This is an optimization exercise on Yosys and OpenROAD, whose aim is small area, a short achievable clock period and few clock cycles per item, not a production implementation. In this exercise RTL edits were held to simulation tests only and were not proved equivalent to the original. Power is estimated from default activity; no workload was simulated. No driver is modelled on the clock port, so clocking that relies on it looks cheaper here than on a real chip.

## rbs_rx
module rbs_rx (
    input  wire       clk,
    input  wire       rst,         
    input  wire [7:0] my_addr,     
    input  wire       rx_valid,
    input  wire [7:0] rx_data,
    output wire       rx_ready,
    output wire       rd_valid,
    output wire [7:0] rd_data,
    input  wire       rd_ready,
    output reg        evt_valid,
    output reg  [2:0] evt_kind,
    output reg  [7:0] evt_src,
    output reg  [7:0] evt_seq,
    output reg  [7:0] evt_len
);
    localparam [7:0] CRC_POLY  = 8'h8C;    
    localparam [2:0] S_IDLE = 3'd0, S_LEN = 3'd1, S_DST = 3'd2, S_SRC = 3'd3,
                     S_SEQ  = 3'd4, S_PAY = 3'd5, S_CHK = 3'd6;
    localparam [2:0] EV_DATA = 3'd0, EV_DUP = 3'd1, EV_ACK = 3'd2,
                     EV_CRC  = 3'd3, EV_IGN = 3'd4;
    localparam RB_LOOPS = 48;              
    localparam LS_LOOPS = 64;              
    function [7:0] crc8_upd(input [7:0] c, input [7:0] b);
        integer i;
        reg [7:0] x;
        begin
            x = c ^ b;
            for (i = 0; i < 8; i = i + 1)
                x = x[0] ? ((x >> 1) ^ CRC_POLY) : (x >> 1);
            crc8_upd = x;
        end
    endfunction
    function [8:0] pinc(input [8:0] p);
        pinc = (p == 9'd383) ? 9'd0 : p + 9'd1;
    endfunction
    integer l, k;
    reg [2:0] ph;
    reg [2:0] clr_cnt;
    wire      clearing = (clr_cnt != 3'd0);
  ...
clock: 10.0 ns
lec_check: 0
abc_clock_period_in_ps: 3500
cap_margin: 20
core_margin: 2
core_utilization: 55
place_density: 0.7
slew_margin: 20
synth_memory_max_bits: 8192
standard.sh (not shown) runs the stock make flow with config.mk's settings and CLKGATE_MAP_FILE= SYNTH_SCRIPT=/design/flow/synth_recipe.tcl, a recipe that flattens the netlist after the stock synthesis.
==> flow/flow/run.sh <==
#!/bin/bash
# Own flow: the standard layout, with the timing repair aimed at a
# shorter period than the 10 ns clock, larger clock sink clusters and no
# dummy loads in the clock tree.
set -euo pipefail
MARGIN=$(cat flow/margin.txt)
bash standard.sh \
  SETUP_SLACK_MARGIN="$MARGIN" \
  "CTS_ARGS=-sink_clustering_enable -repair_clock_nets -dont_use_dummy_load -sink_clustering_size 30 -sink_clustering_max_diameter 80" \
  finish > orfs_flow.log 2>&1
==> flow/flow/margin.txt <==
6.8
The starting point finished with timing, DRC and antenna clean.
Testbench counts at the start, summed over its fixed seeds: cycles 68,034, frames 960.
Then changed:
==> flow/flow/margin.txt (replaced) <==
6.6
Effect: The new run finished with timing, DRC and antenna clean; first-iteration DRC count falls by 0.43%; setup slack got worse by 0.030 ns; die area is unchanged; core utilization stays flat; clock-buffer cell count rises by 1; power is about the same; synthesized area is unchanged; wire length falls by 2.1%.
Then changed:
==> flow/flow/margin.txt (replaced) <==
6.8
- CORE_UTILIZATION: 55 -> 70
- PLACE_DENSITY: 0.7 -> 0.8
Result: The changed run passed the timing, design-rule and antenna checks. Sequential power hardly moves. Wire length increases by 6.0%. Utilization goes up by 16 points. Design area decreases by 0.42%. Final cell count is lower by 5.9%. Sequential cell count is unchanged.
Then changed:
==> flow/flow/run.sh (replaced) <==
#!/bin/bash
# Own flow: the standard layout, with the timing repair aimed at a
# shorter period than the 10 ns clock, larger clock sink clusters, no dummy
# loads in the clock tree, and the flip-flops that drive output ports placed
# next to the ports' buffers.
set -euo pipefail
MARGIN=$(cat flow/margin.txt)
KNOBS=(SETUP_SLACK_MARGIN="$MARGIN"
  "CTS_ARGS=-sink_clustering_enable -repair_clock_nets -dont_use_dummy_load -sink_clustering_size 30 -sink_clustering_max_diameter 80")
bash standard.sh "${KNOBS[@]}" place > orfs_place.log 2>&1
RESULTS=$PWD/orfs/results/$FLOW_PLATFORM/rbs_rx/base openroad -no_init -exit flow/place_out.tcl > place_out.log 2>&1
bash standard.sh "${KNOBS[@]}" finish > orfs_finish.log 2>&1
==> flow/flow/place_out.tcl (new file) <==
# Move each flip-flop that drives an output port's buffer next to that
# buffer, then legalize: the register-to-port paths then have no long wire.
read_db $::env(RESULTS)/3_place.odb
set block [ord::get_db_block]
set moved 0
foreach bterm [$block getBTerms] {
  if {[$bterm getIoType] != "OUTPUT"} { continue }
  set net [$bterm getNet]
  set buf ""
  foreach it [$net getITerms] { if {[$it isOutputSignal]} { set buf [$it getInst] } }
  if {$buf == ""} { continue }
  set in_net ""
  foreach it [$buf getITerms] { if {[$it isInputSignal]} { set in_net [$it getNet] } }
  if {$in_net == ""} { continue }
  set ff ""
  foreach it [$in_net getITerms] { if {[$it isOutputSignal]} { set ff [$it getInst] } }
  if {$ff == ""} { continue }
  if {![string match "*__df*" [[$ff getMaster] getName]]} { continue }
  set loc [$buf getLocation]
  $ff setLocation [lindex $loc 0] [lindex $loc 1]
  incr moved
}
puts "moved $moved flip-flops next to their output buffers"
detailed_placement
check_placement
write_db $::env(RESULTS)/3_place.odb
- CORE_UTILIZATION: 70 -> 55
- PLACE_DENSITY: 0.8 -> 0.7
The new run finished with timing, DRC and antenna clean.
Via count fell by about 1.8%.
Routed wire length drops by about 4%.
Final cell count goes up by about 6.4%.
Non-clock buffer count goes down by 1.
Critical path depth stays the same.
Die area came out higher by about 27%.
Cell area is higher by 0.52%.

========
Setup of run A:
The RTL this note starts from:
==> flow/design.v <==
module rbs_rx (
    input  wire       clk,
    input  wire       rst,         
    input  wire [7:0] my_addr,     
    input  wire       rx_valid,
    input  wire [7:0] rx_data,
    output wire       rx_ready,
    output wire       rd_valid,
    output wire [7:0] rd_data,
    input  wire       rd_ready,
    output reg        evt_valid,
    output reg  [2:0] evt_kind,
    output reg  [7:0] evt_src,
    output reg  [7:0] evt_seq,
    output reg  [7:0] evt_len
);
    localparam [7:0] CRC_POLY  = 8'h8C;    
    localparam [2:0] S_IDLE = 3'd0, S_LEN = 3'd1, S_DST = 3'd2, S_SRC = 3'd3,
                     S_SEQ  = 3'd4, S_PAY = 3'd5, S_CHK = 3'd6;
    localparam [2:0] EV_DATA = 3'd0, EV_DUP = 3'd1, EV_ACK = 3'd2,
                     EV_CRC  = 3'd3, EV_IGN = 3'd4;
    localparam RB_LOOPS = 48;              
    localparam LS_LOOPS = 64;              
    function [7:0] crc8_upd(input [7:0] c, input [7:0] b);
        integer i;
        reg [7:0] x;
        begin
            x = c ^ b;
            for (i = 0; i < 8; i = i + 1)
                x = x[0] ? ((x >> 1) ^ CRC_POLY) : (x >> 1);
            crc8_upd = x;
        end
    endfunction
    function [8:0] pinc(input [8:0] p);
        pinc = (p == 9'd383) ? 9'd0 : p + 9'd1;
    endfunction
    integer l, k;
    reg [2:0] ph;
    reg [1:0] clr_cnt;
    wire      clearing = rst || (clr_cnt != 2'd0);
    always @(posedge clk) begin
        if (rst) begin
            ph      <= 3'd0;
            clr_cnt <= 2'd3;
        end else begin
            ph      <= ph + 3'd1;
            if (clr_cnt != 2'd0)
                clr_cnt <= clr_cnt - 2'd1;
        end
    end
    reg       rx_rdy;
    reg       in_v;
    reg [7:0] in_b;
    reg [7:0] my_addr_r;
    assign rx_ready = rx_rdy;
    always @(posedge clk) begin
        in_v      <= rx_valid && rx_rdy && !rst;
        in_b      <= rx_data;
        my_addr_r <= my_addr;
    end
    reg [8*8*RB_LOOPS-1:0] rb;             
    reg [9*4*LS_LOOPS-1:0] ls;             
    reg       rb_we;
    reg [5:0] rb_wl;
    reg [7:0] rb_wd;
    reg       ls_we;
    reg [5:0] ls_wl;
    reg [8:0] ls_wd;
    always @(posedge clk) begin
        for (l = 0; l < RB_LOOPS; l = l + 1) begin
            for (k = 0; k < 7; k = k + 1)
                rb[(l*8+k)*8 +: 8] <= rb[(l*8+k+1)*8 +: 8];
            rb[(l*8+7)*8 +: 8] <= (rb_we && rb_wl == l) ? rb_wd : rb[(l*8)*8 +: 8];
        end
        for (l = 0; l < LS_LOOPS; l = l + 1) begin
            for (k = 0; k < 3; k = k + 1)
                ls[(l*4+k)*9 +: 9] <= ls[(l*4+k+1)*9 +: 9];
            if (ls_we && ls_wl == l)
                ls[(l*4+3)*9 +: 9] <= ls_wd;
            else
                ls[(l*4+3)*9 +: 9] <= {ls[(l*4)*9+8] && !clearing, ls[(l*4)*9 +: 8]};
        end
    end
    reg [2:0] st;
    reg       esc_skip;
    reg [7:0] crc;
    reg       t_data, t_ack, dst_ok;
    reg [7:0] f_len, f_src, f_seq;
    reg [7:0] rem;
    reg [7:0] used;          
    reg       dec_pend;
    reg       c_crc_ok, c_dst_ok, c_data, c_ack;
    reg [7:0] c_n;
    reg [8:0] head_c;        
    reg [8:0] head_v;        
    reg [8:0] wp;            
    reg [8:0] tail;          
    reg       out_v;
    reg [7:0] out_d;
    reg [9:0] fq [0:15];
    reg [3:0] fq_rd, fq_wr;
    reg [4:0] fq_cnt;
    assign rd_valid = out_v;
    assign rd_data  = out_d;
    wire   rd_take  = out_v && rd_ready;
    wire       is_fill  = (in_b == 8'h00) || (in_b == 8'hFF);
    wire       lbyte    = in_v && !esc_skip;
    wire [7:0] b        = in_b;
    wire [7:0] crc_next = crc8_upd(crc, b);
    wire [8:0] sum_u   = {1'b0, used} + {1'b0, f_len};
    reg  [7:0] n_pre;
    always @(posedge clk)
        n_pre <= sum_u[8] ? 8'd255 - used : f_len;
    wire [7:0] n_copy  = n_pre;
    wire [8:0] pr1 = ls[(f_src[7:2]*4+1)*9 +: 9];
    reg        dup;
    always @(posedge clk)
        dup <= pr1[8] && (pr1[7:0] == f_seq);
    wire       dec      = dec_pend && (ph[1:0] == f_src[1:0]);
    wire       accept   = c_crc_ok && c_dst_ok && c_data && !dup;
    reg  [8:0] c_head;       
    wire [9:0] hsum     = {1'b0, head_c} + {2'd0, n_copy};
    wire [8:0] head_n   = accept ? c_head : head_c;
    wire       chk      = lbyte && (st == S_CHK);
    wire       pay      = lbyte && (st == S_PAY);
    wire [9:0] fq_h     = fq[fq_rd];
    wire       fq_ne    = (fq_cnt != 5'd0);
    wire       w_mark   = fq_ne && fq_h[9];
    wire [2:0] ph_n     = ph + 3'd1;
    wire       w_byte   = fq_ne && !fq_h[9] && (ph_n == wp[2:0]);
    wire       fq_pop   = w_mark || w_byte;
    wire       fq_push  = pay || dec;
    wire       ld_out   = (!out_v || rd_take) && (tail != head_v) && (ph == tail[2:0]);
    wire [7:0] rb_tap   = rb[(tail[8:3]*8)*8 +: 8];
    always @(posedge clk) begin
        rb_we <= w_byte && !rst;
        rb_wl <= wp[8:3];
        rb_wd <= fq_h[7:0];
    end
    always @(*) begin
        ls_we = dec && accept;
        ls_wl = f_src[7:2];
        ls_wd = {1'b1, f_seq};
    end
    always @(posedge clk) begin
        if (fq_push)
            fq[fq_wr] <= pay ? {2'b00, b} : {1'b1, head_n};
    end
    always @(posedge clk) begin
        if (rst) begin
            st        <= S_IDLE;
            esc_skip  <= 1'b0;
            used      <= 8'd0;
            dec_pend  <= 1'b0;
            head_c    <= 9'd0;
            head_v    <= 9'd0;
            wp        <= 9'd0;
            tail      <= 9'd0;
            out_v     <= 1'b0;
            fq_rd     <= 4'd0;
            fq_wr     <= 4'd0;
            fq_cnt    <= 5'd0;
            rx_rdy    <= 1'b1;
            evt_valid <= 1'b0;
        end else begin
            evt_valid <= 1'b0;
            rx_rdy    <= (fq_cnt <= 5'd10);
            if (in_v)
                esc_skip <= esc_skip ? 1'b0 : is_fill;
            if (lbyte) begin
                case (st)
                    S_IDLE: begin
                        t_data <= (b == 8'h01);
                        t_ack  <= (b == 8'h02);
                        crc    <= crc8_upd(8'h00, b);
                        st     <= S_LEN;
                    end
                    S_LEN: begin
                        f_len <= (b > 8'd128) ? 8'd128 : b;
                        crc   <= crc_next;
                        st    <= S_DST;
                    end
                    S_DST: begin
                        dst_ok <= (b == my_addr_r);
                        crc    <= crc_next;
                        st     <= S_SRC;
                    end
                    S_SRC: begin
                        f_src <= b;
                        crc   <= crc_next;
                        st    <= S_SEQ;
                    end
                    S_SEQ: begin
                        f_seq <= b;
                        crc   <= crc_next;
                        rem   <= f_len;
                        st    <= (f_len == 8'd0) ? S_CHK : S_PAY;
                    end
                    S_PAY: begin
                        crc <= crc_next;
                        rem <= rem - 8'd1;
                        if (rem == 8'd1)
                            st <= S_CHK;
                    end
                    default: begin
                        st       <= S_IDLE;
                        dec_pend <= 1'b1;
                        c_crc_ok <= (b == crc);
                        c_dst_ok <= dst_ok;
                        c_data   <= t_data;
                        c_ack    <= t_ack;
                        c_n      <= n_copy;
                        c_head   <= (hsum >= 10'd384) ? hsum - 10'd384 : hsum[8:0];
                    end
                endcase
            end
            if (dec) begin
                dec_pend  <= 1'b0;
                evt_valid <= 1'b1;
                evt_src   <= f_src;
                evt_seq   <= f_seq;
                evt_len   <= accept ? c_n : 8'd0;
                if (!c_crc_ok)
                    evt_kind <= EV_CRC;
                else if (!c_dst_ok)
                    evt_kind <= EV_IGN;
                else if (c_data)
                    evt_kind <= dup ? EV_DUP : EV_DATA;
                else if (c_ack)
                    evt_kind <= EV_ACK;
                else
                    evt_kind <= EV_IGN;
                head_c <= head_n;
            end
            if (fq_push)
                fq_wr <= fq_wr + 4'd1;
            if (fq_pop)
                fq_rd <= fq_rd + 4'd1;
            fq_cnt <= fq_cnt + {4'd0, fq_push} - {4'd0, fq_pop};
            if (w_mark) begin
                wp     <= fq_h[8:0];
                head_v <= fq_h[8:0];
            end else if (w_byte)
                wp <= pinc(wp);
            if (ld_out) begin
                out_d <= rb_tap;
                tail  <= pinc(tail);
                out_v <= 1'b1;
            end else if (rd_take)
                out_v <= 1'b0;
            used <= used + ((dec && accept) ? c_n : 8'd0) - {7'd0, rd_take};
        end
    end
endmodule
export LEC_CHECK = 0
export ABC_CLOCK_PERIOD_IN_PS = 3500
export CAP_MARGIN = 20
export CORE_MARGIN = 2
export CORE_UTILIZATION = 55
export PLACE_DENSITY = 0.7
export SLEW_MARGIN = 20
export SYNTH_MEMORY_MAX_BITS = 8192
create_clock -name core_clock -period 10.0 [get_ports {clk}]
==> flow/flow/run.sh <==
#!/bin/bash
# Own flow: the standard layout, with the timing repair aimed at a
# shorter period than the 10 ns clock and no dummy loads in the clock tree.
set -euo pipefail
MARGIN=$(cat flow/margin.txt)
bash standard.sh \
  SETUP_SLACK_MARGIN="$MARGIN" \
  "CTS_ARGS=-sink_clustering_enable -repair_clock_nets -dont_use_dummy_load" \
  finish > orfs_flow.log 2>&1
==> flow/flow/margin.txt <==
6.4
Testbench counts of run A, summed over its fixed seeds: cycles 68,034, frames 960.
The inputs of run B differ from those of run A as listed below.
Settings: PLACE_DENSITY now 0.6, was 0.7; CORE_UTILIZATION now 40, was 55.
--- outcome ---
The power in run B sits 2.3% below the value recorded for run A.
From run A to run B the numbers moved as follows: number of fill cells up about 70%, total wire length after detailed routing +1.7%, sum of met2 wire segment lengths after detailed routing rose 730 µm, CTS clock-pin slew for the worst setup and hold paths level.
Changes observed in run B relative to run A: share of the yosys chip area belonging to registers ~0 delta; total die area +98,000 µm²; net count of the finished layout -about 0.43%; share of total power in the clock network -1.4 points.
Summary: clock period minus final worst setup slack, run B worse than run A
Higher final period utilization was reported by run B, not run A.

port drivers added, routing unchanged:
In the flow no input, the clock included, has a driving cell. The finished layouts below were timed again as built, in two steps. Step 1 sets driving cells, clkbuf_16 on the clock port and buf_2 on the other inputs (assumed; they add their load-dependent delay and slew). Step 2 times the ports against the registers' clock, not the clock port: input delays grow and output delays shrink by t, the midpoint of the rising clock arrivals with the driver on. a / b / c = ideal / step 1 / step 2; a / b = the first two.
run	t (ns)	slack for setup (ns)	worst hold slack (ns)
the first run of note 1	0.938	6.587 / 6.497 / 6.014	0.288 / 0.288 / 0.288
the second run of note 1	0.955	6.557 / 6.464 / 5.705	0.229 / 0.229 / 0.229
the third run of note 1	0.940	6.592 / 6.499 / 6.022	0.243 / 0.243 / 0.243
the fourth run of note 1	0.940	6.681 / 6.589 / 5.870	0.278 / 0.278 / 0.278
run A	0.950	6.409 / 6.313 / 5.687	0.279 / 0.279 / 0.279
run B	0.992	6.322 / 6.322 / 5.577	0.270 / 0.270 / 0.270
After both steps every run listed still meets setup and hold. For the second run of note 1, which loses most, drivers alone change the setup slack by -0.093 ns; drivers and shift together by -0.852 ns.
